What follows belongs to an exercise in optimizing a design on an open flow for small area; a production flow would make more cautious choices.
Function was checked by simulation only, so behaviour that the tests miss may differ from the original.
Power figures rest on the tool's default switching activity, not on a simulated workload.

==> design/flow/config.mk <==
export PLATFORM = sky130hd
export DESIGN_NAME = la4_rtu
export DESIGN_NICKNAME = la4_rtu
export VERILOG_FILES = /design/flow/design.v
export SDC_FILE = /design/flow/constraint.sdc
export NUM_CORES = 4
export LEC_CHECK = 0
export CAP_MARGIN = 20
export CORE_MARGIN = 2
export CORE_UTILIZATION = 60
export PLACE_DENSITY = 0.7
export SLEW_MARGIN = 20
==> design/flow/standard.sh <==
#!/bin/bash
# synth_recipe.tcl (not shown) runs the flow's synth.tcl, then flattens the netlist and writes it again
# the make line also repeats each setting of config.mk as NAME=value (left out here)
make -C /OpenROAD-flow-scripts/flow DESIGN_CONFIG=/design/flow/config.mk WORK_HOME=/design/flow/orfs CLKGATE_MAP_FILE= SYNTH_SCRIPT=/design/flow/synth_recipe.tcl "${@:-finish}"
==> design/flow/flow/synth_area.tcl <==
# The standard flow's synthesis script, unchanged, with one difference: ABC maps the
# combinational logic with an area-oriented script (flow/area.abc) in place
# of ORFS's delay-oriented one. Registers are mapped before ABC runs and are
# the same as the standard synthesis's.
proc abc {args} {
    set i [lsearch $args -script]
    if {$i >= 0} {
        lset args [expr {$i + 1}] $::env(AREA_ABC_SCRIPT)
    }
    yosys abc {*}$args
}
source $::env(FLOW_SYNTH_TCL)
==> design/flow/flow/run.sh <==
#!/bin/bash
# The standard layout (standard.sh's make command and settings) with:
#  - synthesis: synth_recipe.tcl unchanged but for an area-oriented ABC script;
#  - port buffers built from the smallest buffer (buf_1);
#  - clock tree synthesis without dummy loads, with clkbuf_8 and larger
#    sink clusters.
# Each tool's output goes to a log file in this folder.
set -euo pipefail
W=$PWD
export AREA_ABC_SCRIPT=$W/flow/area.abc
export FLOW_SYNTH_TCL=$W/synth_recipe.tcl
export BUFFER_PORTS_ARGS="-buffer_cell sky130_fd_sc_hd__buf_1"
export CTS_ARGS="-sink_clustering_enable -repair_clock_nets -dont_use_dummy_load -buf_list sky130_fd_sc_hd__clkbuf_8 -sink_clustering_size 14 -sink_clustering_max_diameter 60"
sed "s|SYNTH_SCRIPT=[^ ]*|SYNTH_SCRIPT=$W/flow/synth_area.tcl|" standard.sh > flow_standard.sh
grep -q "SYNTH_SCRIPT=$W/flow/synth_area.tcl" flow_standard.sh
bash flow_standard.sh > flow_make.log 2>&1
==> design/flow/flow/area.abc <==
strash
&get -n
&fraig -x
&put
scorr
dc2
strash
&get -n
&deepsyn -T 60
&dch -f
&nf -R 1000 -p -F 10 -A 4 -C 32
&put
==> design/flow/constraint.sdc <==
create_clock -name core_clock -period 10.0 [get_ports {clk}]
set_input_delay 2.0000 -clock core_clock [delete_from_list [all_inputs] [get_ports {clk}]]
set_output_delay 2.0000 -clock core_clock [all_outputs]
set_load 0.01 [all_outputs]
==> design/flow/design.v <==
module la4_crc16 (
    input  wire [15:0] crc_in,
    input  wire [7:0]  data,
    output wire [15:0] crc_out
);
    reg [15:0] c;
    integer k;
    always @(*) begin
        c = crc_in ^ {8'h00, data};
        for (k = 0; k < 8; k = k + 1) begin
            if (c[0])
                c = (c >> 1) ^ 16'hA001;
            else
                c = c >> 1;
        end
    end
    assign crc_out = c;
endmodule
module la4_rtu #(
    parameter MAX_BLOCK   = 16,
    parameter SPEED_ADDR  = 16'h0000,
    parameter TORQUE_ADDR = 16'h0010,
    parameter IO_ADDR     = 16'h0020,
    parameter ERR_ADDR    = 16'h0030
) (
    input  wire        clk,
    input  wire        rst,
    input  wire        host_wr,
    input  wire [7:0]  host_waddr,
    input  wire [63:0] host_wdata,
    input  wire [7:0]  rd_addr,
    output reg  [63:0] rd_data,
    output wire        busy,
    output wire        conn_req,
    input  wire        conn_done,
    input  wire [1:0]  conn_result,
    output wire        tx_valid,
    output wire [7:0]  tx_data,
    input  wire        tx_ready,
    input  wire        rx_valid,
    input  wire [7:0]  rx_data,
    input  wire        rx_last,
    input  wire        rx_err,
    input  wire        rx_timeout,
    output reg         notify_valid,
    output wire [15:0] notify_code
);
    localparam [2:0] S_IDLE = 3'd0, S_DISP = 3'd1, S_CONN = 3'd2,
                     S_TX   = 3'd3, S_RX   = 3'd4, S_EVAL = 3'd5;
    localparam [3:0] C_OK = 4'd0, C_ILLEGAL = 4'd1, C_NOT_CONN = 4'd2,
                     C_ALREADY = 4'd3, C_CFG_INVALID = 4'd4,
                     C_OPEN_FAILED = 4'd5, C_LINK_FAILED = 4'd6,
                     C_COUNT_RANGE = 4'd7, C_XFER_FAILED = 4'd8;
    localparam [3:0] X_OK = 4'd0, X_TIMEOUT = 4'd1, X_RX_ERROR = 4'd2,
                     X_MALFORMED = 4'd3, X_CRC_ERROR = 4'd4,
                     X_BAD_SLAVE = 4'd5, X_SLAVE_EXC = 4'd6,
                     X_BAD_FUNC = 4'd7, X_BAD_LENGTH = 4'd8,
                     X_BAD_ECHO = 4'd9;
    localparam [1:0] B_SPEED = 2'd0, B_TORQUE = 2'd1, B_IO = 2'd2, B_ERR = 2'd3;
    reg [2:0]  state;
    reg        cmd_seen;
    reg [63:0] cmd_reg;
    reg        st_connected, st_done, st_overrun, st_write_ok;
    reg [3:0]  st_cause;
    reg [3:0]  st_xfer_cause;
    reg [7:0]  xfer_exc_raw;
    reg        lk_live;
    reg [2:0]  lk_baud;
    reg [4:0]  lk_slave;
    reg        lk_verbose;
    reg [4:0]  res_len;
    reg [4:0]  res_hi;             
    reg        cr_speed_ok, cr_torque_ok, cr_io_ok, cr_err_tried, cr_err_ok, cr_alarm_eval;
    reg [2:0]  cr_speed_att, cr_torque_att, cr_io_att, cr_err_att;
    reg [3:0]  valid_bits;
    reg [15:0] speed_cmd, speed_fb, speed_dev;
    reg [15:0] torque_cmd, torque_fb, torque_dev;
    reg [7:0]  din;
    reg [5:0]  dout;
    reg        fault_faulted;
    reg [31:0] error_tally;
    reg [31:0] notify_count;
    reg [15:0] notify_code_r;      
    reg        pi_live;
    reg [31:0] pi_raw;
    reg [15:0] res   [0:15];
    reg [15:0] stage [0:15];
    reg [1:0]  blk;
    reg [2:0]  att;
    reg [8:0]  cnt;                
    reg [15:0] crc;
    reg        err_seen;
    reg        slave_bad;
    reg        b1_fc, b1_exc;
    reg        mm_bad;
    assign busy        = (state != S_IDLE);
    assign notify_code = notify_code_r;
    assign conn_req    = (state == S_CONN);
    assign tx_valid    = (state == S_TX);
    wire is_connect = ((cmd_reg & 64'hFFFFFFFFFEE0F8FF) == 64'h0000000000000001);
    wire is_read    = ((cmd_reg & 64'hFFFFFFFF000000FF) == 64'h0000000000000002);
    wire is_write   = ((cmd_reg & 64'hFFFF00000000FFFF) == 64'h0000000000000003);
    wire is_poll    = (cmd_reg == 64'h0000000000000004);
    wire is_tear    = (cmd_reg == 64'h0000000000000005);
    wire [2:0]  c_baud    = cmd_reg[10:8];
    wire [4:0]  c_slave   = cmd_reg[20:16];
    wire        c_verbose = cmd_reg[24];
    wire [7:0]  c_count   = cmd_reg[15:8];
    function [15:0] addr_of;
        input [1:0] b;
        case (b)
            B_SPEED:  addr_of = SPEED_ADDR;
            B_TORQUE: addr_of = TORQUE_ADDR;
            B_IO:     addr_of = IO_ADDR;
            default:  addr_of = ERR_ADDR;
        endcase
    endfunction
    function [4:0] count_of;
        input [1:0] b;
        case (b)
            B_SPEED:  count_of = 5'd3;
            B_TORQUE: count_of = 5'd3;
            B_IO:     count_of = 5'd2;
            default:  count_of = 5'd1;
        endcase
    endfunction
    wire [4:0]  x_count = is_poll ? count_of(blk) : cmd_reg[12:8];    
    wire [15:0] xa = is_poll ? addr_of(blk) : cmd_reg[31:16];
    wire [15:0] xb = is_write ? cmd_reg[47:32] : {11'd0, x_count};
    wire [7:0]  fc = is_write ? 8'h06 : 8'h03;
    reg [7:0] req_b;
    always @(*) begin
        case (cnt[2:0])
            3'd0: req_b = {3'b000, lk_slave};
            3'd1: req_b = fc;
            3'd2: req_b = xa[15:8];
            3'd3: req_b = xa[7:0];
            3'd4: req_b = xb[15:8];
            3'd5: req_b = xb[7:0];
            default: req_b = crc[7:0];    
        endcase
    end
    assign tx_data = req_b;
    wire in_tx = (state == S_TX);
    wire in_rx = (state == S_RX);
    wire [15:0] crc_next;
    la4_crc16 u_crc (.crc_in(crc), .data(in_tx ? req_b : rx_data), .crc_out(crc_next));
    wire cnt0  = (cnt == 9'd0);
    wire tmo   = in_rx && rx_timeout && cnt0;
    wire take  = in_rx && rx_valid && !(rx_timeout && cnt0);
    wire       mm_at  = is_write ? (cnt >= 9'd2 && cnt <= 9'd5) : (cnt == 9'd2);
    wire [7:0] mm_exp = is_write ? req_b : {2'b00, x_count, 1'b0};
    wire [8:0] exp_len = 9'd5 + {3'd0, x_count, 1'b0};
    reg  [3:0] v_cause;
    always @(*) begin
        if (cnt0)
            v_cause = X_TIMEOUT;
        else if (err_seen)
            v_cause = X_RX_ERROR;
        else if (cnt < 9'd4 || cnt > 9'd256)
            v_cause = X_MALFORMED;
        else if (crc != 16'd0)
            v_cause = X_CRC_ERROR;
        else if (slave_bad)
            v_cause = X_BAD_SLAVE;
        else if (b1_exc)
            v_cause = (cnt == 9'd5) ? X_SLAVE_EXC : X_MALFORMED;
        else if (!b1_fc)
            v_cause = X_BAD_FUNC;
        else if (!is_write)
            v_cause = (mm_bad || cnt != exp_len) ? X_BAD_LENGTH : X_OK;
        else
            v_cause = (mm_bad || cnt != 9'd8) ? X_BAD_ECHO : X_OK;
    end
    wire v_ok = (v_cause == X_OK);
    wire [15:0] err_word = stage[0];
    wire [7:0] ra = rd_addr | {8{rst}};      
    wire        ra_lo = (ra[7:5] == 3'd0);
    wire [24:0] sel;
    genvar g;
    generate
        for (g = 0; g < 25; g = g + 1) begin : g_sel
            assign sel[g] = ra_lo && (ra[4:0] == g);
        end
    endgenerate
    wire pi_lt  = !pi_live || pi_raw < 32'd1000;
    wire pi_gt  = pi_raw > 32'd2000000;
    wire s_pi   = pi_live && (sel[23] || (sel[24] && !pi_lt && !pi_gt));
    wire s_1000 = sel[24] && pi_lt;
    wire s_2m   = sel[24] && !pi_lt && pi_gt;
    wire s_nc   = sel[22] || (sel[18] && fault_faulted);
    wire [31:0] lo_mux =
          ({32{sel[1]}} & {(st_xfer_cause == X_SLAVE_EXC) ? xfer_exc_raw : 8'd0,
                           4'd0, st_xfer_cause, 4'd0, st_cause, 3'b000,
                           st_write_ok, st_overrun, st_done, busy, st_connected})
        | ({32{sel[2] && lk_live}} & {15'd0, lk_verbose, 3'b000, lk_slave, 5'b00000, lk_baud})
        | ({32{sel[3]}} & {27'd0, res_len})
        | ({32{sel[4]}} & {9'd0, cr_err_att, 1'b0, cr_io_att, 1'b0, cr_torque_att, 1'b0,
                           cr_speed_att, 2'b00, cr_alarm_eval, cr_err_ok, cr_err_tried,
                           cr_io_ok, cr_torque_ok, cr_speed_ok})
        | ({32{sel[5]}} & {28'd0, valid_bits})
        | ({32{sel[6]  && valid_bits[0]}} & {16'd0, speed_cmd})
        | ({32{sel[7]  && valid_bits[0]}} & {16'd0, speed_fb})
        | ({32{sel[8]  && valid_bits[0]}} & {16'd0, speed_dev})
        | ({32{sel[9]  && valid_bits[1]}} & {16'd0, torque_cmd})
        | ({32{sel[10] && valid_bits[1]}} & {16'd0, torque_fb})
        | ({32{sel[11] && valid_bits[1]}} & {16'd0, torque_dev})
        | ({32{sel[16] && valid_bits[2]}} & {24'd0, din})
        | ({32{sel[17] && valid_bits[2]}} & {26'd0, dout})
        | ({32{sel[19] && fault_faulted}} & {notify_code_r, 16'd1})
        | ({32{sel[20]}} & error_tally)
        | ({32{sel[21]}} & notify_count)
        | ({32{s_nc}}    & {16'd0, notify_code_r})
        | ({32{s_pi}}    & pi_raw)
        | ({32{s_1000}}  & 32'd1000)
        | ({32{s_2m}}    & 32'd2000000);
    wire [15:0] res_word = ({1'b0, ra[3:0]} < res_hi) ? res[ra[3:0]] : 16'd0;
    wire [63:0] rd_mux = ({64{ra == 8'd0 && cmd_seen}} & cmd_reg)
                       | {32'd0, lo_mux}
                       | {48'd0, {16{ra[7:4] == 4'd2}} & res_word};
    always @(posedge clk)
        rd_data <= rd_mux;
    wire acc = host_wr && host_waddr == 8'd0 && !busy;
    wire in_eval = (state == S_EVAL);
    wire eval_read_ok = in_eval && v_ok && !is_poll && !is_write;
    wire poll_ok = in_eval && v_ok && is_poll;
    integer i;
    always @(posedge clk) begin
        if (acc)
            cmd_reg <= host_wdata;
        if (host_wr && host_waddr == 8'd23)
            pi_raw <= host_wdata[31:0];
        for (i = 0; i < 16; i = i + 1) begin
            if (take && (cnt == 9'd3 + 2 * i || (i == 1 && cnt == 9'd2)))
                stage[i][15:8] <= rx_data;
            if (take && cnt == 9'd4 + 2 * i)
                stage[i][7:0] <= rx_data;
        end
        if (eval_read_ok)
            for (i = 0; i < 16; i = i + 1)
                if (i < x_count)
                    res[i] <= stage[i];
        if (in_eval)
            xfer_exc_raw <= stage[1][15:8];
        if (state == S_CONN && conn_done && conn_result == 2'd0) begin
            lk_baud    <= c_baud;
            lk_slave   <= c_slave;
            lk_verbose <= c_verbose;
        end
        if (poll_ok) begin
            case (blk)
                B_SPEED: begin
                    speed_cmd <= stage[0];
                    speed_fb  <= stage[1];
                    speed_dev <= stage[2];
                end
                B_TORQUE: begin
                    torque_cmd <= stage[0];
                    torque_fb  <= stage[1];
                    torque_dev <= stage[2];
                end
                B_IO: begin
                    din  <= stage[0][7:0];
                    dout <= stage[1][5:0];
                end
                default: ;
            endcase
        end
        if (in_tx) begin
            if (tx_ready)
                cnt <= {6'd0, cnt[2:0] + 3'd1};
        end else if (in_rx) begin
            if (take && cnt != 9'd511)
                cnt <= cnt + 9'd1;
        end else
            cnt <= 9'd0;
        if ((in_tx && tx_ready && cnt[2:0] == 3'd7) || !(in_tx || in_rx))
            crc <= 16'hFFFF;
        else if ((in_tx && tx_ready) || take)
            crc <= crc_next;
        err_seen <= in_rx && (err_seen || (take && rx_err));
        mm_bad   <= in_rx && (mm_bad || (take && mm_at && rx_data != mm_exp));
        if (take && cnt0)
            slave_bad <= (rx_data != {3'b000, lk_slave});
        if (take && cnt == 9'd1) begin
            b1_fc  <= (rx_data == fc);
            b1_exc <= (rx_data == (fc | 8'h80));
        end
    end
    always @(posedge clk) begin
        if (rst) begin
            state         <= S_IDLE;
            cmd_seen      <= 1'b0;
            st_connected  <= 1'b0;
            st_done       <= 1'b0;
            st_overrun    <= 1'b0;
            st_write_ok   <= 1'b0;
            st_cause      <= 4'd0;
            st_xfer_cause <= 4'd0;
            lk_live       <= 1'b0;
            res_len       <= 5'd0;
            res_hi        <= 5'd0;
            cr_speed_ok   <= 1'b0;
            cr_torque_ok  <= 1'b0;
            cr_io_ok      <= 1'b0;
            cr_err_tried  <= 1'b0;
            cr_err_ok     <= 1'b0;
            cr_alarm_eval <= 1'b0;
            cr_speed_att  <= 3'd0;
            cr_torque_att <= 3'd0;
            cr_io_att     <= 3'd0;
            cr_err_att    <= 3'd0;
            valid_bits    <= 4'd0;
            fault_faulted <= 1'b0;
            error_tally   <= 32'd0;
            notify_count  <= 32'd0;
            notify_code_r <= 16'd0;
            notify_valid  <= 1'b0;
            pi_live       <= 1'b0;
        end else begin
            notify_valid <= 1'b0;
            if (host_wr && host_waddr == 8'd23)
                pi_live <= 1'b1;
            if (host_wr && host_waddr == 8'd0) begin
                if (busy) begin
                    st_overrun <= 1'b1;
                end else begin
                    cmd_seen    <= 1'b1;
                    st_done     <= 1'b0;
                    st_overrun  <= 1'b0;
                    st_write_ok <= 1'b0;
                    state       <= S_DISP;
                end
            end
            case (state)
            S_DISP: begin
                if (is_connect) begin
                    if (st_connected)
                        complete(C_ALREADY);
                    else if (c_baud == 3'd7 || c_slave == 5'd0)
                        complete(C_CFG_INVALID);
                    else
                        state <= S_CONN;
                end else if (is_read) begin
                    if (!st_connected) begin
                        res_len <= 5'd0;
                        complete(C_NOT_CONN);
                    end else if (c_count == 8'd0 || c_count > 8'd16) begin
                        res_len <= 5'd0;
                        complete(C_COUNT_RANGE);
                    end else
                        state <= S_TX;
                end else if (is_write) begin
                    if (!st_connected)
                        complete(C_NOT_CONN);
                    else
                        state <= S_TX;
                end else if (is_poll) begin
                    if (!st_connected)
                        complete(C_NOT_CONN);
                    else begin
                        cr_speed_ok   <= 1'b0;
                        cr_torque_ok  <= 1'b0;
                        cr_io_ok      <= 1'b0;
                        cr_err_tried  <= 1'b0;
                        cr_err_ok     <= 1'b0;
                        cr_alarm_eval <= 1'b0;
                        cr_speed_att  <= 3'd0;
                        cr_torque_att <= 3'd0;
                        cr_io_att     <= 3'd0;
                        cr_err_att    <= 3'd0;
                        blk   <= B_SPEED;
                        att   <= 3'd0;
                        state <= S_TX;
                    end
                end else if (is_tear) begin
                    st_connected <= 1'b0;
                    complete(C_OK);
                end else begin
                    complete(C_ILLEGAL);
                end
            end
            S_CONN: begin
                if (conn_done) begin
                    case (conn_result)
                        2'd0: begin
                            lk_live      <= 1'b1;
                            st_connected <= 1'b1;
                            complete(C_OK);
                        end
                        2'd1:    complete(C_OPEN_FAILED);
                        default: complete(C_LINK_FAILED);
                    endcase
                end
            end
            S_TX: begin
                if (tx_ready && cnt[2:0] == 3'd7)
                    state <= S_RX;
            end
            S_RX: begin
                if (tmo || (take && rx_last))
                    state <= S_EVAL;
            end
            S_EVAL: begin
                st_xfer_cause <= v_cause;
                if (!is_poll) begin
                    if (!is_write) begin
                        if (v_ok) begin
                            res_len <= x_count;
                            if (x_count > res_hi)
                                res_hi <= x_count;
                            complete(C_OK);
                        end else begin
                            res_len <= 5'd0;
                            complete(C_XFER_FAILED);
                        end
                    end else begin
                        if (v_ok) begin
                            st_write_ok <= 1'b1;
                            complete(C_OK);
                        end else
                            complete(C_XFER_FAILED);
                    end
                end else begin
                    case (blk)
                        B_SPEED:  cr_speed_att  <= att + 3'd1;
                        B_TORQUE: cr_torque_att <= att + 3'd1;
                        B_IO:     cr_io_att     <= att + 3'd1;
                        default:  cr_err_att    <= att + 3'd1;
                    endcase
                    if (v_ok) begin
                        case (blk)
                        B_SPEED: begin
                            valid_bits[0] <= 1'b1;
                            cr_speed_ok   <= 1'b1;
                            next_block(B_TORQUE);
                        end
                        B_TORQUE: begin
                            valid_bits[1] <= 1'b1;
                            cr_torque_ok  <= 1'b1;
                            next_block(B_IO);
                        end
                        B_IO: begin
                            valid_bits[2] <= 1'b1;
                            cr_io_ok      <= 1'b1;
                            cr_alarm_eval <= 1'b1;
                            if (stage[1][1]) begin
                                cr_err_tried <= 1'b1;
                                next_block(B_ERR);
                            end else begin
                                fault_faulted <= 1'b0;
                                valid_bits[3] <= 1'b1;
                                complete(C_OK);
                            end
                        end
                        default: begin
                            valid_bits[3] <= 1'b1;
                            cr_err_ok     <= 1'b1;
                            if (err_word == 16'd0) begin
                                fault_faulted <= 1'b0;
                            end else if (!fault_faulted || err_word != notify_code_r) begin
                                fault_faulted <= 1'b1;
                                notify_count  <= notify_count + 32'd1;
                                notify_code_r <= err_word;
                                notify_valid  <= 1'b1;
                            end
                            complete(C_OK);
                        end
                        endcase
                    end else begin
                        if (error_tally != 32'hFFFFFFFF)
                            error_tally <= error_tally + 32'd1;
                        if (att == 3'd4) begin
                            case (blk)
                                B_SPEED:  next_block(B_TORQUE);
                                B_TORQUE: next_block(B_IO);
                                default:  complete(C_OK);
                            endcase
                        end else begin
                            att   <= att + 3'd1;
                            state <= S_TX;
                        end
                    end
                end
            end
            default: ;
            endcase
        end
    end
    task complete;
        input [3:0] cause;
        begin
            st_cause <= cause;
            st_done  <= 1'b1;
            state    <= S_IDLE;
        end
    endtask
    task next_block;
        input [1:0] b;
        begin
            blk   <= b;
            att   <= 3'd0;
            state <= S_TX;
        end
    endtask
endmodule
==> metrics.md, run 1 <==
| Metric | Value |
|---|---|
| R2R Path Start | cmd_reg[12] |
| CTS Buf Count | 80 |
| Final HPWL DP | 82.6 mm |
| Layout Nets | 2799 |
| # rows | approximately 90 |
| MaxCap Viol Count | 0 |
| PortBufs | 190 |
| Vias per cell | between 7 and 8 |
| DR iter-0 viols | ~4400 |
| Startpoint types | flip-flop |
| Hold Buf Count CTS | 0 |
| Tightest Pin Transition | between 1000 and 1500 ps |
| Die height | approximately 250 um |
| CP max stage delay | roughly 700 ps |
| Min Tclk post-route | between 8000 and 9000 ps |
| Clock Sink Count | between 900 and 1000 |
| Post_cts resized | 0 |
| Largest net degree at the start of global routing | 70 |
| CP endpoint | notify_count[31] |
| Clk network pwr share | between 30% and 40% |
| Worst EP arrival | 8930 ps |
| Slew Viols, Final | 0 |
| Crit Path Class | reg -> reg |
| Starting density of the core | between 60% and 70% |
| Max Freq | between 100 and 150 MHz |
| Die X | 246 um |
| Sequential share of power | 67.5% |
| Outcome | complete, no violations |
| Register area | about 27000 um2 |
| Post-synth EDFFs | ~750 |
| First-pass GRT wire length | around 160 mm |
| Mapped Area | around 35000 um2 |
| Latest clock arrival within the worst-skew pair | 740 ps |
| Post-Syn Instances | 2335 |
| Comb pwr share | between 2 and 2.5% |
| Final WL | around 120 mm |
| Final TNS setup | 0 ps |
| Sw Share | roughly a fifth |
| Area of the core | between 50000 and 60000 um2 |
| Reg2reg path depth | 31 |
| #FFs+latches synth | between 900 and 1000 |
| Final Cycle Share | 83.1% |
| Initial antenna violation count | 10 |
| Vias in the first global route | between 20000 and 25000 |
| Power Density | around 160 nW/um2 |
| Total GRT Usage | about two fifths |
| Setup repair bufs after CTS | 0 |
| Synth-to-Final Area Change | 10.0% |
| Synthesized area per cell | 15.1 um2 |
| Pre-antenna DRT Iters | 9 |
| Asr flop ratio synth | 0% |
| Routed vias | ~24000 |
| Pleak | between 10 and 15 nW |
| Total power | 6.34 mW |
| Synth unique cells | between 60 and 70 |
| Max clock buf depth | 3 |
| Drt drc | 0 |
| CTS tree | yes |
| CP Launch Point | cmd_reg[12] |
| Worst hold path type | reg -> reg |
| Die area | ~61000 um2 |
| Setup crit end kind | flip-flop |
| Mapped Nets | between 2000 and 2500 |
| ANT nets after route | 0 |
| Layout cell share with drive strength beyond 1 | 7.21% |
| Gpl congestion | around 1 |
| Clk_skew | 88.1 ps |
| Htree depth | 3 |
| P_int | 5.03 mW |
| Root Buffer | clkbuf_8 |
| CP max-delay cell | edfxtp_1 |
| RSZ-0062 raised after global routing | no |
| Multi-input gate area | between 8000 and 9000 um2 |
| Sequential fraction of the synthesis area | approximately 76% |
| Crit Path Max Fanout | 11 |
| Max IR drop VDD | between 0.00015 and 0.0002 V |
| Io pins | roughly 190 |
| Filler Cells Inserted | 4186 |
| Warnings, synthesis | 4 |
| Top Registers | res: 256 flops, stage: 256 flops |
| Reg clk slew, reported paths | around 90 ps |
| WL/cell | approximately 34 um |
| Reg2reg setup slack | 1690 ps |
| Switching power | between 1 and 1.5 mW |
| Final setup vio count | 0 |
| Reg2reg end | notify_count[31] |
| Max_slew headroom | about 26% |
| GR Overflow Total | 0 |
| Critical path required time | around 11000 ps |
| Final hold vios | 0 |
| Top_reg_cell synth | edfxtp_1 |
[layout by cell type, fill, tap and decap left out, types with 36 or more instances in the layout]
cell type and n:
o21ai_0 66, a22o_1 39, a22oi_1 58, nand2_1 180, clkinv_1 50, buf_1 181
nand4_1 39, a222oi_1 117, a21oi_1 96, clkbuf_8 80, dfxtp_1 213, a31oi_1 36
nand3_1 52, nor2_1 141, and3_1 42, and2_0 49, edfxtp_1 752, buf_4 72
nor3_1 73
[power by group through the flow]
stage / sequential [mW] / combinational (mW) / clock, mW
after floorplan: 4.37 / 0.0426 / 0
after global placement: 4.37 / 0.136 / 0
after detailed placement: 4.37 / 0.138 / 0
after CTS: 4.28 / 0.139 / 1.93
after global routing: 4.28 / 0.147 / 2.06
final: 4.28 / 0.142 / 1.92
[per-stage QoR]
step	hold slack, ps	instances	setup WS [ps]	utilization, %	cell area (um2)
2_1_floorplan	400	2335	3520	-	35300
3_3_place_gp	400	3360	2140	65.1	37700
3_5_place_dp	405	3360	1840	65.1	37700
4_1_cts	364	3440	1850	67.0	38800
5_1_grt	387	3442	974	67.0	38800
6_report	382	3445	1690	67.0	38800
[metal layers]
layer	routed length, um	up-vias	global-route usage (%)
met5	0	-	0
met4	6830	0	18.4
met3	14000	355	7.51
met2	53900	1915	60.6
met1	43300	12000	53.4
li1	-	10100	-
[synth_stat cells (35+ instances only)]
library cell	count	area [um2]
nor2_1	150	563
clkinv_1	50	188
and2_0	52	325
dfxtp_1	213	4260
a22oi_1	58	435
nor4_1	35	219
o21ai_0	66	330
nor3_1	84	420
nand2_1	180	676
nand4_1	39	244
a222oi_1	117	1170
a22o_1	39	342
nand3_1	52	260
a21oi_1	101	505
and3_1	43	269
a31oi_1	36	225
edfxtp_1	752	22600
[layout make-up]
| cell class | count | area share [%] |
|---|---|---|
| diodes | 5 | 0.0322 |
| repair buffers | 262 | 3.26 |
| clock buffers | 80 | 2.84 |
| flip-flops and latches | 965 | 69.2 |
| multi-input cells | 1318 | 21.8 |
| inverters | 50 | 0.483 |
| well taps | 765 | 2.47 |
[how the worst min path moves through the flow]
stage | from | endpoint | slack [ps] | depth (start not counted)
finish | stage[7][11] | res[7][11] | 380 | 0
global route | stage[7][11] | res[7][11] | 390 | 0
CTS | stage[7][11] | res[7][11] | 360 | 0
detailed placement | stage[10][11] | res[10][11] | 400 | 0
global placement | stage[15][2] | res[15][2] | 400 | 0
floorplan | stage[10][0] | res[10][0] | 400 | 0
[worst max-delay path: cells and delay by family (launching register included)]
family	cells	cell delay (ps)
buffers and inverters	3	1240
AOI/OAI and AO/OA	3	820
DFF	1	710
and+or+nand+nor	25	5470
[cell families after synthesis]
| logic type | after synthesis | synth area share, % |
|---|---|---|
| xor gates and xnor gates | 29 | 0.720 |
| and+or+nand+nor | 725 | 10.3 |
| adders and majority gates | 23 | 0.816 |
| DFF | 965 | 76.1 |
| muxes | 3 | 0.0851 |
| buffers and inverters | 52 | 0.553 |
| AOI/OAI and AO/OA | 538 | 11.5 |
==> run 2, diff against run 1 <==
--- a/design/flow/design.v
+++ b/design/flow/design.v
@@ -62,3 +62,3 @@
     reg [63:0] cmd_reg;
-    reg        st_connected, st_done, st_overrun, st_write_ok;
+    reg        st_connected, st_overrun, st_write_ok;
     reg [3:0]  st_cause;
@@ -72,3 +72,3 @@
     reg [4:0]  res_hi;             
-    reg        cr_speed_ok, cr_torque_ok, cr_io_ok, cr_err_tried, cr_err_ok, cr_alarm_eval;
+    reg        cr_speed_ok, cr_torque_ok, cr_io_ok, cr_err_ok;
     reg [2:0]  cr_speed_att, cr_torque_att, cr_io_att, cr_err_att;
@@ -88,3 +88,2 @@
     reg [1:0]  blk;
-    reg [2:0]  att;
     reg [8:0]  cnt;                
@@ -96,2 +95,4 @@
     assign busy        = (state != S_IDLE);
+    wire st_done = cmd_seen && !busy;
+    wire cr_err_tried = (blk == B_ERR);
     assign notify_code = notify_code_r;
@@ -176,2 +177,5 @@
     wire [15:0] err_word = stage[0];
+    wire [2:0] att = (blk == B_SPEED)  ? cr_speed_att :
+                     (blk == B_TORQUE) ? cr_torque_att :
+                     (blk == B_IO)     ? cr_io_att : cr_err_att;
     wire [7:0] ra = rd_addr | {8{rst}};      
@@ -198,3 +202,3 @@
         | ({32{sel[4]}} & {9'd0, cr_err_att, 1'b0, cr_io_att, 1'b0, cr_torque_att, 1'b0,
-                           cr_speed_att, 2'b00, cr_alarm_eval, cr_err_ok, cr_err_tried,
+                           cr_speed_att, 2'b00, cr_io_ok, cr_err_ok, cr_err_tried,
                            cr_io_ok, cr_torque_ok, cr_speed_ok})
@@ -294,3 +298,2 @@
             st_connected  <= 1'b0;
-            st_done       <= 1'b0;
             st_overrun    <= 1'b0;
@@ -305,5 +308,4 @@
             cr_io_ok      <= 1'b0;
-            cr_err_tried  <= 1'b0;
             cr_err_ok     <= 1'b0;
-            cr_alarm_eval <= 1'b0;
+            blk           <= B_SPEED;
             cr_speed_att  <= 3'd0;
@@ -328,3 +330,2 @@
                     cmd_seen    <= 1'b1;
-                    st_done     <= 1'b0;
                     st_overrun  <= 1'b0;
@@ -364,5 +365,3 @@
                         cr_io_ok      <= 1'b0;
-                        cr_err_tried  <= 1'b0;
                         cr_err_ok     <= 1'b0;
-                        cr_alarm_eval <= 1'b0;
                         cr_speed_att  <= 3'd0;
@@ -372,3 +371,2 @@
                         blk   <= B_SPEED;
-                        att   <= 3'd0;
                         state <= S_TX;
@@ -445,5 +443,3 @@
                             cr_io_ok      <= 1'b1;
-                            cr_alarm_eval <= 1'b1;
                             if (stage[1][1]) begin
-                                cr_err_tried <= 1'b1;
                                 next_block(B_ERR);
@@ -479,3 +475,2 @@
                         end else begin
-                            att   <= att + 3'd1;
                             state <= S_TX;
@@ -493,3 +488,2 @@
             st_cause <= cause;
-            st_done  <= 1'b1;
             state    <= S_IDLE;
@@ -501,3 +495,2 @@
             blk   <= b;
-            att   <= 3'd0;
             state <= S_TX;
--- a/design/flow/config.mk
+++ b/design/flow/config.mk
@@ -10,2 +10,3 @@
 export CORE_UTILIZATION = 60
+export GPL_TIMING_DRIVEN = 0
 export PLACE_DENSITY = 0.7
==> metrics.md, run 2 <==
| Metric | Value |
|---|---|
| Outcome | complete, no violations (unchanged) |
| Setup repair bufs after CTS | 0 (unchanged) |
| Final Cycle Share | 83.5% (was 83.1%) |
| CP most frequent cell | and3_1 |
| Worst path buffer plus inverter count | 1 (was 3) |
| CP max stage delay | 810 ps (was 710 ps) |
| Asr flop ratio synth | 0% (unchanged) |
| Die height | 247 um (was 246 um) |
| Top Registers | res: 256 flops, stage: 256 flops (unchanged) |
| CTS Buf Count | 79 (was 80) |
| Drt drc | 0 (unchanged) |
| WP depth | 27 (was 31) |
| Worst hold path type | reg -> reg (unchanged) |
| Power Density | 160 nW/um2 (was 163 nW/um2) |
| Commonest cells in the netlist | 747 x edfxtp_1, 213 x dfxtp_1, 133 x nor2_1 (was 752 x edfxtp_1, 213 x dfxtp_1, 180 x nand2_1) |
| Area of the core | 58700 um2 (was 57900 um2) |
| Pre-antenna DRT Iters | 8 (was 9) |
| CP Launch Point | cmd_reg[4] (was cmd_reg[12]) |
| Max Freq | 120 MHz (about the same) |
| DR iter-0 viols | 3771 (was 4419) |
| #FFs+latches synth | 960 (was 965) |
| Pleak | 12.3 nW (was 12.4 nW) |
| Crit Path Class | reg -> reg (unchanged) |
| Vias per cell | 7.03 (was 7.07) |
| Finished Cell Area | 39300 um2 (was 38800 um2) |
| Post-synth top area share | 63.4% (was 64.0%) |
| Latest clock arrival within the worst-skew pair | 720 ps (was 740 ps) |
| GR Overflow Total | 0 (unchanged) |
| Synthesized area per cell | 15.2 um2 (was 15.1 um2) |
| Min Tclk post-route | 8350 ps (was 8310 ps) |
| Root Buffer | clkbuf_8 (unchanged) |
| Die area | 61000 um2 (was 60800 um2) |
| Largest net degree at the start of global routing | 65 (was 70) |
| Final WL | 112 mm (was 118 mm) |
| DP Area | 38200 um2 (was 37700 um2) |
| Setup crit end kind | flip-flop (unchanged) |
| Die X | 247 um (was 246 um) |
| Post-Syn Instances | 2333 (was 2335) |
| DP Worst Slack | 1880 ps (was 1840 ps) |
| Startpoint types | flip-flop (unchanged) |
| Post_cts resized | 0 (unchanged) |
| Total GRT Usage | 36.7% (was 38.9%) |
| Reg2reg end | notify_count[31] (unchanged) |
| Final setup vio count | 0 (unchanged) |
| MaxCap Viol Count | 0 (unchanged) |
| Worst EP arrival | 8950 ps (was 8930 ps) |
| Critical path required time | 10590 ps (was 10620 ps) |
| Crit Path Max Fanout | 9 (was 11) |
| Worst Slack Setup Final | 1650 ps (was 1690 ps) |
| Total power | 6.30 mW (was 6.34 mW) |
| Io pins | 191 (unchanged) |
| Area leader, netlist | edfxtp_1 (unchanged) |
| Final HPWL DP | 79.1 mm (was 82.6 mm) |
| Vias in the first global route | 22700 (was 22600) |
| Reg2reg path depth | 27 (was 31) |
| Cell with the most instances after synthesis | edfxtp_1 (unchanged) |
| Layout cell share with drive strength beyond 1 | 7.31% (was 7.21%) |
| Top cells by area, synth | edfxtp_1 63%, dfxtp_1 12%, a222oi_1 2.4%, a21oi_1 1.5%, a22o_1 1.4% (was edfxtp_1 64%, dfxtp_1 12%, a222oi_1 3.3%, nand2_1 1.9%, nor2_1 1.6%) |
| Starting density of the core | 60.3% (was 60.9%) |
| Reg clk slew, reported paths | 100 ps (was 90 ps) |
| Tightest Pin Transition | 1170 ps (was 1110 ps) |
| Htree depth | 3 (unchanged) |
| Mapped Area | 35400 um2 (was 35300 um2) |
| RSZ-0062 raised after global routing | no (unchanged) |
| CP endpoint | notify_count[31] (unchanged) |
| Synth-to-Final Area Change | 11.0% (was 10.0%) |
| Hold Buf Count CTS | 0 (unchanged) |
| PortBufs | 190 (unchanged) |
| # rows | 89 (was 88) |
| Clock Sink Count | 960 (was 965) |
| Warnings, synthesis | 4 (unchanged) |
| Max clock buf depth | 3 (unchanged) |
| Commonest non-fill, non-tap cell in the layout | edfxtp_1 (unchanged) |
| Final hold vios | 0 (unchanged) |
| Final TNS setup | 0 ps (unchanged) |
| WL/cell | 32.5 um (was 34.3 um) |
| First-pass GRT wire length | 157 mm (was 164 mm) |
| Mapped Nets | 2455 (was 2457) |
| R2R Path Start | cmd_reg[4] (was cmd_reg[12]) |
| Synth unique cells | 63 (was 62) |
| Max IR drop VDD | 0.000134 V (was 0.000155 V) |
| Reg2reg setup slack | 1650 ps (was 1690 ps) |
| Initial antenna violation count | 5 (was 10) |
| Max_slew headroom | 21.8% (was 25.5%) |
| CTS tree | yes (unchanged) |
| Crit path max-delay family | simple AND/OR/NAND/NOR gates (unchanged) |
| Clk_skew | 58.4 ps (was 88.1 ps) |
| Sequential fraction of the synthesis area | 75.4% (was 76.1%) |
| Slew Viols, Final | 0 (unchanged) |
| Most frequent cells in the layout | 747 x edfxtp_1, 213 x dfxtp_1, 183 x buf_1, 128 x nand2_1, 110 x nor2_1 (was 752 x edfxtp_1, 213 x dfxtp_1, 181 x buf_1, 180 x nand2_1, 141 x nor2_1) |
| Layout Nets | 2777 (was 2799) |
| ANT nets after route | 0 (unchanged) |
| Post-synth EDFFs | 747 (was 752) |
| CP max-delay cell | or4b_1 (was edfxtp_1) |
| Gpl congestion | 1.02 (was 1.00) |
| Top_reg_cell synth | edfxtp_1 (unchanged) |
| Routed vias | 24100 (was 24300) |
run 2: cells by family after synthesis:
family	Yosys count	synth area share, %
AO/OA/AOI/OAI	605	12.7
multiplexers	5	0.145
buffers and inverters	56	0.594
AND/OR/NAND/NOR	654	9.64
flip-flops	960	75.4
XOR/XNOR	30	0.742
adder cells (fa/ha/maj)	23	0.813
run 2: layout make-up:
cell class | instances | area (um2)
Clock buffer | 79 | 1090
Buffer | 2 | 7.51
Tap cell | 773 | 967
Fill cell | 4125 | 19400
Multi-Input combinational cell | 1317 | 8810
Sequential cell | 960 | 26700
Inverter | 54 | 206
Antenna cell | 3 | 7.51
Timing Repair Buffer | 241 | 1510
run 2: how the worst min path moves through the flow:
stage	slack (ps)	end	start	cells past startpoint
final	400	res[4][1]	stage[4][1]	0
after global routing	420	res[7][10]	stage[7][10]	0
after CTS	420	res[6][11]	stage[6][11]	0
after detailed placement	400	res[10][3]	stage[10][3]	0
after global placement	400	res[6][5]	stage[6][5]	0
after floorplan	400	res[10][0]	stage[10][0]	0
run 2: metrics by stage:
stage / instances / hold slack (ps) / utilization (%)
floorplan: 2333 / 400 / -
global placement: 3296 / 400 / 63.2
detailed placement: 3347 / 405 / 65.1
CTS: 3426 / 416 / 66.9
global route: 3427 / 422 / 66.9
finish: 3429 / 403 / 66.9
run 2: power by group:
part | internal [mW] | leakage, nW | switching, mW
logic | 0.0435 | 3.30 | 0.0999
registers | 4.26 | 8.46 | 0.000786
clock network | 0.708 | 0.568 | 1.19
total | 5.01 | 12.3 | 1.29
run 2: per-layer routing:
layer / wire length (um) / GRT usage (%) / vias up
li1: - / - / 10100
met1: 40900 / 49.1 / 11800
met2: 51700 / 58.1 / 1810
met3: 13000 / 7.60 / 353
met4: 5950 / 17.1 / 0
met5: 0 / 0 / -
==> run 3, diff against run 2 <==
--- a/design/flow/config.mk
+++ b/design/flow/config.mk
@@ -9,5 +9,4 @@
 export CORE_MARGIN = 2
-export CORE_UTILIZATION = 60
-export GPL_TIMING_DRIVEN = 0
-export PLACE_DENSITY = 0.7
+export CORE_UTILIZATION = 70
+export PLACE_DENSITY = 0.8
 export SLEW_MARGIN = 20
==> metrics.md, run 3 <==
| Metric | Value |
|---|---|
| Final setup vio count | 0 (unchanged) |
| CTS tree | yes (unchanged) |
| Critical path required time | 10530 ps (was 10590 ps) |
| CP max stage delay | 650 ps (was 810 ps) |
| Startpoint types | flip-flop (unchanged) |
| Die area | 52400 um2 (was 61000 um2) |
| Latest clock arrival within the worst-skew pair | 750 ps (was 720 ps) |
| Initial antenna violation count | 4 (was 5) |
| Filler Cells Inserted | 2867 (was 4125) |
| Commonest cells in the netlist | 747 x edfxtp_1, 213 x dfxtp_1, 133 x nor2_1 (unchanged) |
| DR iter-0 viols | 5005 (was 3771) |
| ANT nets after route | 0 (unchanged) |
| Post_cts resized | 0 (unchanged) |
| Final hold vios | 0 (unchanged) |
| Pre-antenna DRT Iters | 10 (was 8) |
| Crit Path Max Fanout | 8 (was 9) |
| Htree depth | 3 (unchanged) |
| First-pass GRT wire length | 167 mm (was 157 mm) |
| Max IR drop VDD | 0.000163 V (was 0.000134 V) |
| Min-delay src | stage[5][10] (was stage[4][1]) |
| Tightest Pin Transition | 1270 ps (was 1170 ps) |
| R2R Path Start | cmd_reg[56] (was cmd_reg[4]) |
| Post-synth top area share | 63.4% (unchanged) |
| Top_reg_cell synth | edfxtp_1 (unchanged) |
| Outcome | complete, no violations (unchanged) |
| GR Overflow Total | 0 (unchanged) |
| Gpl congestion | 1.06 (was 1.02) |
| Layout Nets | 2790 (was 2777) |
| Worst Hold Depth | 0 (unchanged) |
| Worst hold path type | reg -> reg (unchanged) |
| Finished Cell Area | 38700 um2 (was 39300 um2) |
| Routed vias | 25300 (was 24100) |
| Reg2reg end | notify_count[30] (was notify_count[31]) |
| #FFs+latches synth | 960 (unchanged) |
| MaxCap Viol Count | 0 (unchanged) |
| Starting density of the core | 70.7% (was 60.3%) |
| Worst EP arrival | 8100 ps (was 8950 ps) |
| Die height | 229 um (was 247 um) |
| PortBufs | 190 (unchanged) |
| Total power | 6.33 mW (was 6.30 mW) |
| Final WL | 118 mm (was 112 mm) |
| CP most frequent cell | and3_1 (unchanged) |
| Clk_skew | 80.7 ps (was 58.4 ps) |
| Drt drc | 0 (unchanged) |
| Reg2reg path depth | 26 (was 27) |
| Area of the core | 50100 um2 (was 58700 um2) |
| Max_slew headroom | 15.0% (was 21.8%) |
| Setup repair bufs after CTS | 0 (unchanged) |
| Vias in the first global route | 24000 (was 22700) |
| Worst Slack Setup Final | 2430 ps (was 1650 ps) |
| Reg2reg setup slack | 2430 ps (was 1650 ps) |
| Area leader, netlist | edfxtp_1 (unchanged) |
| Top Registers | res: 256 flops, stage: 256 flops (unchanged) |
| Synth-to-Final Area Change | 9.27% (was 11.0%) |
| Crit Path Class | reg -> reg (unchanged) |
| DP Area | 37600 um2 (was 38200 um2) |
| Asr flop ratio synth | 0% (unchanged) |
| Max clock buf depth | 3 (unchanged) |
| Most frequent cells in the layout | 747 x edfxtp_1, 213 x dfxtp_1, 182 x buf_1, 129 x nor2_1, 128 x nand2_1 (was 747 x edfxtp_1, 213 x dfxtp_1, 183 x buf_1, 128 x nand2_1, 110 x nor2_1) |
| CTS Buf Count | 80 (was 79) |
| Final TNS setup | 0 ps (unchanged) |
| Slew Viols, Final | 0 (unchanged) |
| Largest net degree at the start of global routing | 69 (was 65) |
| Die X | 229 um (was 247 um) |
| Hold Worst Slack | 387 ps (was 403 ps) |
| Cell with the most instances after synthesis | edfxtp_1 (unchanged) |
| Post-Syn Instances | 2333 (unchanged) |
| Root Buffer | clkbuf_8 (unchanged) |
| Min Tclk post-route | 7570 ps (was 8350 ps) |
| Pleak | 12.3 nW (about the same) |
| Top cells by area, synth | edfxtp_1 63%, dfxtp_1 12%, a222oi_1 2.4%, a21oi_1 1.5%, a22o_1 1.4% (unchanged) |
| WHS Endpoint | res[5][10] (was res[4][1]) |
| WL/cell | 35.4 um (was 32.5 um) |
| Io pins | 191 (unchanged) |
| Mapped Area | 35400 um2 (unchanged) |
| Synth unique cells | 63 (unchanged) |
| Max Freq | 132 MHz (was 120 MHz) |
| Synthesized area per cell | 15.2 um2 (unchanged) |
| Final Cycle Share | 75.7% (was 83.5%) |
| Post-synth EDFFs | 747 (unchanged) |
| Sequential fraction of the synthesis area | 75.4% (unchanged) |
| RSZ-0062 raised after global routing | no (unchanged) |
| Total GRT Usage | 45.1% (was 36.7%) |
| DP Worst Slack | 2640 ps (was 1880 ps) |
| Warnings, synthesis | 4 (unchanged) |
| Setup crit end kind | flip-flop (unchanged) |
| Clock Sink Count | 960 (unchanged) |
| Power Density | 164 nW/um2 (was 160 nW/um2) |
| Final HPWL DP | 80.8 mm (was 79.1 mm) |
| Hold Buf Count CTS | 0 (unchanged) |
| Commonest non-fill, non-tap cell in the layout | edfxtp_1 (unchanged) |
| Mapped Nets | 2455 (unchanged) |
| CP max-delay cell | or4b_1 (unchanged) |
| Reg clk slew, reported paths | 90 ps (was 100 ps) |
| Layout cell share with drive strength beyond 1 | 6.60% (was 7.31%) |
| # rows | 82 (was 89) |
| Vias per cell | 7.56 (was 7.03) |
-- run 3: cell types whose count changed in the layout (fill, tap and decap cells not counted), moves of 4 or more --
cell      change
a211oi_2      +4
a211oi_4      -4
buf_12        -9
buf_16        -7
buf_2        -10
buf_4        +54
buf_6         -9
buf_8        -13
clkbuf_2      +7
nor2_1       +19
nor2_2       -10
nor2_4        -9
-- run 3: layer usage --
metal | track usage [%] | wire length [um] | vias up
li1 | - | - | 10100
met1 | 57.5 | 38300 | 12000
met2 | 70.1 | 53900 | 2627
met3 | 12.6 | 17200 | 534
met4 | 26.8 | 8890 | 0
met5 | 0 | 0 | -
-- run 3: cells by family after synthesis --
family,count (synthesis),synth area share (%)
flops,960,75.4
fa+ha+maj,23,0.813
mux,5,0.145
compound gates,605,12.7
buf+inv,56,0.594
simple gates,654,9.64
xor+xnor,30,0.742
-- run 3: power by group --
part           internal, mW  switching (mW)
Clock                 0.717            1.22
Combinational        0.0364           0.105
Sequential             4.26        0.000596
Total                  5.01            1.32
-- run 3: metrics by stage --
step           utilization (%)  instances
6_report                  77.3       3342
5_1_grt                   77.3       3339
4_1_cts                   77.2       3337
3_5_place_dp              75.0       3257
3_3_place_gp              75.0       3256
2_1_floorplan                -       2333
-- run 3: how the worst max path moves through the flow --
stage | startpoint | to | slack (ps) | depth (start not counted)
final | cmd_reg[56] | notify_count[30] | 2430 | 26
after global routing | cmd_reg[4] | notify_count[30] | 1940 | 28
after CTS | cmd_reg[56] | notify_count[30] | 2590 | 26
after detailed placement | cmd_reg[56] | notify_count[30] | 2640 | 26
after global placement | cmd_reg[56] | notify_count[30] | 2990 | 26
after floorplan | cnt[6] | notify_count[30] | 3770 | 27
-- run 3: final cells by class --
cell class	instances	area, um2	share of cell area (%)
Sequential cell	960	26700	69.0
Multi-Input combinational cell	1317	8610	22.2
Timing Repair Buffer	255	1230	3.18
Clock buffer	80	1100	2.85
Tap cell	672	841	2.17
Inverter	54	203	0.524
Antenna cell	4	10.0	0.0259
-- run 3: worst max-delay path, delay by kind of cell (launching register included) --
kind,cells,cell delay (ps)
simple gates,24,6310
flops,1,390
compound gates,2,690
==> run 4, diff against run 3 <==
==> design/flow/flow/area.abc (replaced) <==
strash
&get -n
&fraig -x
&put
scorr
dc2
strash
&get -n
&deepsyn -I 3 -J 50 -T 0
&dch -f
&nf -R 1000 -p -F 10 -A 4 -C 32
&put
==> metrics.md, run 4 <==
| Metric | Value |
|---|---|
| Die height | 228 um (was 229 um) |
| Commonest cells in the netlist | 747 x edfxtp_1, 213 x dfxtp_1, 157 x nor2_1 (was 747 x edfxtp_1, 213 x dfxtp_1, 133 x nor2_1) |
| Total power | 6.32 mW (was 6.33 mW) |
| Reg2reg end | notify_count[31] (was notify_count[30]) |
| Latest clock arrival within the worst-skew pair | 740 ps (was 750 ps) |
| DR iter-0 viols | 5301 (was 5005) |
| Final WL | 118 mm (about the same) |
| Die area | 52200 um2 (was 52400 um2) |
| RSZ-0062 raised after global routing | no (unchanged) |
| Max IR drop VDD | 0.000152 V (was 0.000163 V) |
| Critical path required time | 10570 ps (was 10530 ps) |
| Setup repair bufs after CTS | 0 (unchanged) |
| CP most frequent cell | and3_1 (unchanged) |
| Crit Path Class | reg -> reg (unchanged) |
| Final Util | 77.1% (was 77.3%) |
| Initial antenna violation count | 9 (was 4) |
| Top cells by area, synth | edfxtp_1 64%, dfxtp_1 12%, a222oi_1 2.7%, a22oi_1 1.8%, nor2_1 1.7% (was edfxtp_1 63%, dfxtp_1 12%, a222oi_1 2.4%, a21oi_1 1.5%, a22o_1 1.4%) |
| Pleak | 12.4 nW (was 12.3 nW) |
| Commonest non-fill, non-tap cell in the layout | edfxtp_1 (unchanged) |
| Final TNS setup | 0 ps (unchanged) |
| Htree depth | 3 (unchanged) |
| Gpl congestion | 1.04 (was 1.06) |
| Largest net degree at the start of global routing | 69 (unchanged) |
| Asr flop ratio synth | 0% (unchanged) |
| Clk network pwr share | 30.4% (was 30.5%) |
| CP endpoint | notify_count[31] (was notify_count[30]) |
| R2R Path Start | cmd_reg[3] (was cmd_reg[56]) |
| Crit Path Max Fanout | 11 (was 8) |
| Worst hold path type | reg -> reg (unchanged) |
| Startpoint types | flip-flop (unchanged) |
| MaxCap Viol Count | 0 (unchanged) |
| Area of the core | 50000 um2 (was 50100 um2) |
| Vias per cell | 7.57 (was 7.56) |
| Sequential fraction of the synthesis area | 75.7% (was 75.4%) |
| Slew Viols, Final | 0 (unchanged) |
| Most frequent cells in the layout | 747 x edfxtp_1, 213 x dfxtp_1, 181 x buf_1, 148 x nor2_1, 138 x nand2_1 (was 747 x edfxtp_1, 213 x dfxtp_1, 182 x buf_1, 129 x nor2_1, 128 x nand2_1) |
| Max_slew headroom | 19.9% (was 15.0%) |
| Root Buffer | clkbuf_8 (unchanged) |
| Hold Worst Slack | 405 ps (was 387 ps) |
| CP max stage delay | 740 ps (was 650 ps) |
| First-pass GRT wire length | 168 mm (was 167 mm) |
| Drt drc | 0 (unchanged) |
| Power Density | 164 nW/um2 (about the same) |
| Die X | 228 um (was 229 um) |
| Post-Syn Instances | 2336 (was 2333) |
| Top_reg_cell synth | edfxtp_1 (unchanged) |
| CP Launch Point | cmd_reg[3] (was cmd_reg[56]) |
| Mapped Area | 35300 um2 (was 35400 um2) |
| Outcome | complete, no violations (unchanged) |
| Reg2reg path depth | 30 (was 26) |
| CP max-delay cell | nor3_1 (was or4b_1) |
| Clk_skew | 75.0 ps (was 80.7 ps) |
| PortBufs | 190 (unchanged) |
| Total GRT Usage | 45.5% (was 45.1%) |
| Sw Share | 20.9% (about the same) |
| Post_cts resized | 0 (unchanged) |
| Routed vias | 25300 (about the same) |
| P_int | 5.00 mW (was 5.01 mW) |
| Synth-to-Final Area Change | 9.21% (was 9.27%) |
| Min Tclk post-route | 9140 ps (was 7570 ps) |
| Cell with the most instances after synthesis | edfxtp_1 (unchanged) |
| CTS Buf Count | 79 (was 80) |
| Switching power | 1.32 mW (about the same) |
| Clock Sink Count | 960 (unchanged) |
| Layout cell share with drive strength beyond 1 | 6.49% (was 6.60%) |
| WL/cell | 35.2 um (was 35.4 um) |
| Vias in the first global route | 23800 (was 24000) |
| Synth unique cells | 54 (was 63) |
| Filler Cells Inserted | 2855 (was 2867) |
| Warnings, synthesis | 4 (unchanged) |
| Synthesized area per cell | 15.1 um2 (was 15.2 um2) |
| Final hold vios | 0 (unchanged) |
| GR Overflow Total | 0 (unchanged) |
| Post-synth top area share | 63.6% (was 63.4%) |
| Setup crit end kind | flip-flop (unchanged) |
| Top Registers | res: 256 flops, stage: 256 flops (unchanged) |
| Final setup vio count | 0 (unchanged) |
| Mapped Nets | 2458 (was 2455) |
| Sequential share of power | 67.3% (was 67.2%) |
| Area leader, netlist | edfxtp_1 (unchanged) |
| Pre-antenna DRT Iters | 11 (was 10) |
| Final Cycle Share | 91.4% (was 75.7%) |
| Hold Buf Count CTS | 0 (unchanged) |
| Tightest Pin Transition | 1200 ps (was 1270 ps) |
| #FFs+latches synth | 960 (unchanged) |
| CTS tree | yes (unchanged) |
| Starting density of the core | 70.6% (was 70.7%) |
| Post-synth EDFFs | 747 (unchanged) |
| # rows | 82 (unchanged) |
| ANT nets after route | 0 (unchanged) |
| Final HPWL DP | 79.1 mm (was 80.8 mm) |
| Max Freq | 109 MHz (was 132 MHz) |
| Reg clk slew, reported paths | 90 ps (about the same) |
| Comb pwr share | 2.3% (was 2.2%) |
| Layout Nets | 2790 (unchanged) |
| Io pins | 191 (unchanged) |
| Worst EP arrival | 9700 ps (was 8100 ps) |
| Max clock buf depth | 3 (unchanged) |
| Reg2reg setup slack | 860 ps (was 2430 ps) |
run 4: cell count changes after synthesis, moves of 10 or more:
cell / change
o21ai_0: -29
nor2_1: +24
a22oi_1: +20
nand3_1: +20
and3_1: +19
a31oi_1: -16
a221oi_1: -13
a211o_1: -12
a222oi_1: +11
nand2_1: +10
run 4: layer usage:
layer	vias up	wire length (um)	GRT usage [%]
li1	10100	-	-
met1	11900	38300	59.8
met2	2741	53000	69.7
met3	546	17500	12.3
met4	4	8770	25.7
met5	-	31	0
run 4: kinds of logic after synthesis:
kind of cell    after synthesis  share of synthesized area [%]
flops                       960                           75.7
simple gates                711                           10.3
compound gates              551                           11.7
buf+inv                      58                          0.617
xor+xnor                     29                          0.720
fa+ha+maj                    23                          0.816
mux                           4                          0.114
run 4: worst min-delay path by stage:
stage | from | to | slack [ps] | depth (start not counted)
floorplan | stage[10][0] | res[10][0] | 400 | 0
global placement | stage[5][7] | res[5][7] | 400 | 0
detailed placement | stage[11][10] | res[11][10] | 400 | 0
CTS | stage[9][8] | res[9][8] | 410 | 0
global route | stage[4][8] | res[4][8] | 420 | 0
finish | stage[9][8] | res[9][8] | 400 | 0
run 4: cell type report:
cell class | instances | area (um2) | share of cell area, %
repair buffers | 253 | 1210 | 3.15
well taps | 672 | 841 | 2.18
flip-flops and latches | 960 | 26700 | 69.3
diodes | 6 | 15.0 | 0.0390
inverters | 56 | 210 | 0.546
multi-input cells | 1318 | 8450 | 21.9
clock buffers | 79 | 1090 | 2.82
run 4: through the flow:
stage / instance area (um2) / instances / setup slack (ps)
after floorplan: 35300 / 2336 / 3210
after global placement: 37400 / 3258 / 1420
after detailed placement: 37400 / 3258 / 1130
after CTS: 38500 / 3337 / 1080
after global routing: 38500 / 3341 / 171
final: 38500 / 3344 / 864
run 4: power by group through the flow:
stage / clock network [mW] / logic, mW / registers [mW]
detailed placement: 0 / 0.133 / 4.35
global placement: 0 / 0.129 / 4.35
finish: 1.92 / 0.143 / 4.26
floorplan: 0 / 0.0419 / 4.35
global route: 2.03 / 0.145 / 4.26
CTS: 1.90 / 0.135 / 4.26
run 4: critical path: cells and delay by family (launching register included):
| kind | cells | cell delay [ps] |
|---|---|---|
| buffers and inverters | 1 | 350 |
| DFF | 1 | 390 |
| AOI/OAI and AO/OA | 1 | 110 |
| and+or+nand+nor | 27 | 7940 |
| xor gates and xnor gates | 1 | 210 |
==> run 5, diff against run 4 <==
--- a/design/flow/config.mk
+++ b/design/flow/config.mk
@@ -7,3 +7,3 @@
 export LEC_CHECK = 0
-export CAP_MARGIN = 20
+export CAP_MARGIN = 5
 export CORE_MARGIN = 2
@@ -11,2 +11,2 @@
 export PLACE_DENSITY = 0.8
-export SLEW_MARGIN = 20
+export SLEW_MARGIN = 5
==> metrics.md, run 5 <==
| Metric | Value |
|---|---|
| Mapped Nets | 2458 (unchanged) |
| CP most frequent cell | and3_1 (unchanged) |
| Die X | 228 um (unchanged) |
| WL/cell | 35.2 um (about the same) |
| Gpl congestion | 1.04 (unchanged) |
| Layout Nets | 2789 (was 2790) |
| Routed vias | 25200 (was 25300) |
| Commonest cells in the netlist | 747 x edfxtp_1, 213 x dfxtp_1, 157 x nor2_1 (unchanged) |
| Post-Syn Instances | 2336 (unchanged) |
| Post_cts resized | 0 (unchanged) |
| #FFs+latches synth | 960 (unchanged) |
| Cell with the most instances after synthesis | edfxtp_1 (unchanged) |
| Crit Path Class | reg -> reg (unchanged) |
| Post-synth EDFFs | 747 (unchanged) |
| Synth unique cells | 54 (unchanged) |
| Latest clock arrival within the worst-skew pair | 730 ps (was 740 ps) |
| Layout cell share with drive strength beyond 1 | 6.27% (was 6.49%) |
| # rows | 82 (unchanged) |
| Max clock buf depth | 3 (unchanged) |
| Drt drc | 0 (unchanged) |
| PortBufs | 190 (unchanged) |
| Failing Checks | max-capacitance violations, max-slew violations |
| Area leader, netlist | edfxtp_1 (unchanged) |
| CP max-delay cell | nor3_1 (unchanged) |
| Io pins | 191 (unchanged) |
| RSZ-0062 raised after global routing | no (unchanged) |
| Starting density of the core | 70.6% (unchanged) |
| Met1 Use GR | 59.8% (unchanged) |
| Sequential fraction of the synthesis area | 75.7% (unchanged) |
| Max IR drop VDD | 0.000153 V (was 0.000152 V) |
| Final Cycle Share | 90.3% (was 91.4%) |
| Inst Count DP | 3258 (unchanged) |
| Startpoint types | flip-flop (unchanged) |
| Post-Layout Cell Count | 3343 (was 3344) |
| CP max stage delay | 730 ps (was 740 ps) |
| Die height | 228 um (unchanged) |
| DR iter-0 viols | 5487 (was 5301) |
| Mapped Area | 35300 um2 (unchanged) |
| Pleak | 12.4 nW (about the same) |
| Root Buffer | clkbuf_8 (unchanged) |
| Tightest Pin Transition | 1590 ps (was 1200 ps) |
| Max_slew headroom | -6.06% (was 19.9%) |
| CTS Buf Count | 79 (unchanged) |
| GR Overflow Total | 0 (unchanged) |
| Met2 usage | 69.7% (unchanged) |
| Worst EP arrival | 9590 ps (was 9700 ps) |
| Hold Buf Count CTS | 0 (unchanged) |
| Asr flop ratio synth | 0% (unchanged) |
| Commonest non-fill, non-tap cell in the layout | edfxtp_1 (unchanged) |
| Top cells by area, synth | edfxtp_1 64%, dfxtp_1 12%, a222oi_1 2.7%, a22oi_1 1.8%, nor2_1 1.7% (unchanged) |
| Top Registers | res: 256 flops, stage: 256 flops (unchanged) |
| Most frequent cells in the layout | 747 x edfxtp_1, 213 x dfxtp_1, 181 x buf_1, 152 x nor2_1, 138 x nand2_1 (was 747 x edfxtp_1, 213 x dfxtp_1, 181 x buf_1, 148 x nor2_1, 138 x nand2_1) |
| Setup repair bufs after CTS | 0 (unchanged) |
| Power Density | 164 nW/um2 (about the same) |
| Top_reg_cell synth | edfxtp_1 (unchanged) |
| Final setup vio count | 0 (unchanged) |
| Die area | 52200 um2 (unchanged) |
| Slew Viols, Final | 10 (was 0) |
| Warnings, synthesis | 4 (unchanged) |
| Post-synth top area share | 63.6% (unchanged) |
| Htree depth | 3 (unchanged) |
| Outcome | finished with violations (was complete, no violations) |
| Max Freq | 111 MHz (was 109 MHz) |
| Worst hold path type | reg -> reg (unchanged) |
| Final HPWL DP | 79.1 mm (about the same) |
| Min Tclk post-route | 9030 ps (was 9140 ps) |
| Met3 usage | 12.3% (unchanged) |
| Clock Sink Count | 960 (unchanged) |
| Pre-antenna DRT Iters | 9 (was 11) |
| Final TNS setup | 0 ps (unchanged) |
| Critical path required time | 10560 ps (was 10570 ps) |
| Final Util | 77.0% (was 77.1%) |
| Vias per cell | 7.55 (was 7.57) |
| Crit Path Max Fanout | 11 (unchanged) |
| Final hold vios | 0 (unchanged) |
| Total GRT Usage | 45.5% (unchanged) |
| Synth-to-Final Area Change | 9.11% (was 9.21%) |
| MaxCap Viol Count | 1 (was 0) |
| CTS tree | yes (unchanged) |
| Reg clk slew, reported paths | 90 ps (about the same) |
| Largest net degree at the start of global routing | 69 (unchanged) |
| Initial antenna violation count | 9 (unchanged) |
| First-pass GRT wire length | 168 mm (unchanged) |
| Final WL | 118 mm (about the same) |
| Synthesized area per cell | 15.1 um2 (unchanged) |
| Setup crit end kind | flip-flop (unchanged) |
| Layer with the highest usage | met2 (unchanged) |
| Clk_skew | 67.3 ps (was 75.0 ps) |
| Vias in the first global route | 23800 (unchanged) |
| Area of the core | 50000 um2 (unchanged) |
| ANT nets after route | 0 (unchanged) |
==> run 5: cell counts after synthesis <==
Identical to the previous run, type by type.
==> run 5: path summary, 6_finish.rpt <==
path / from / endpoint / cells past startpoint / slack [ps]
worst min register to register: stage[9][8] / res[9][8] / 0 / 400
worst max-delay path: cmd_reg[3] / notify_count[31] / 30 / 970
worst min-delay path: stage[9][8] / res[9][8] / 0 / 400
worst max register to register: cmd_reg[3] / notify_count[31] / 30 / 970
==> run 5: routing by layer <==
metal	vias up	share of wire, %
met1	12000	33
met2	2637	45
met5	-	0.026
met4	4	7.4
li1	10100	-
met3	537	15
==> run 5: critical path: cells and delay by family, from the launching register on <==
family,cells,cell delay (ps)
AO/OA/AOI/OAI,1,110
XOR/XNOR,1,220
buffers and inverters,1,340
flip-flops,1,390
AND/OR/NAND/NOR,27,7820
==> run 5: cell type report <==
| class | count | area (um2) |
|---|---|---|
| inverter | 56 | 210 |
| fill | 2864 | 11500 |
| multi-input combinational | 1318 | 8430 |
| clock buffer | 79 | 1090 |
| timing repair buffer | 252 | 1190 |
| sequential | 960 | 26700 |
| tap | 672 | 841 |
| antenna | 6 | 15.0 |
==> run 5: where the power goes <==
| group | total [mW] | internal (mW) | switching, mW |
|---|---|---|---|
| clock network | 1.92 | 0.709 | 1.21 |
| registers | 4.26 | 4.26 | 0.000560 |
| logic | 0.143 | 0.0358 | 0.107 |
| total | 6.32 | 5.00 | 1.32 |
==> run 5: stage by stage <==
stage / hold WS [ps] / setup slack [ps] / power [mW] / area [um2]
after floorplan: 400 / 3210 / 4.39 / 35300
after global placement: 400 / 1420 / 4.48 / 37400
after detailed placement: 405 / 1130 / 4.48 / 37400
after CTS: 406 / 1080 / 6.29 / 38500
after global routing: 421 / 202 / 6.44 / 38500
final: 405 / 973 / 6.32 / 38500
==> run 5: kinds of logic (layout without fill, tap and decap cells) <==
| family | count (synthesis) | count (layout) | synth area share [%] |
|---|---|---|---|
| xor gates and xnor gates | 29 | 29 | 0.720 |
| and+or+nand+nor | 711 | 711 | 10.3 |
| AOI/OAI and AO/OA | 551 | 551 | 11.7 |
| muxes | 4 | 4 | 0.114 |
| other | 0 | 6 | 0 |
| buffers and inverters | 58 | 387 | 0.617 |
| adders and majority gates | 23 | 23 | 0.816 |
| DFF | 960 | 960 | 75.7 |

[static timing again, ports no longer ideal]
The results above use ideal ports. As a check the final layouts listed here were re-extracted and re-timed, cells and wires unchanged.
Step 1 sets driving cells, clkbuf_16 on the clock port and buf_2 on the other inputs (assumed; they add their load-dependent delay and slew).
Step 2 also shifts input and output timing later by t, the mid clock arrival at the registers, as if the neighbouring blocks saw the same clock.
a / b / c = no drivers / after step 1 / after step 2; a / b = the first two.
run | t, ns | setup slack, ns | worst data-port slew with drivers (ns) | pins driven straight from the clock port
run 1 | 0.760 | 1.691 / 1.691 / 1.691 | 0.10 | 1
run 2 | 0.753 | 1.647 / 1.647 / 1.647 | 0.08 | 1
run 3 | 0.762 | 2.429 / 2.429 / 2.429 | 0.08 | 1
run 4 | 0.764 | 0.864 / 0.864 / 0.864 | 0.12 | 1
run 5 | 0.760 | 0.973 / 0.973 / 0.973 | 0.11 | 1
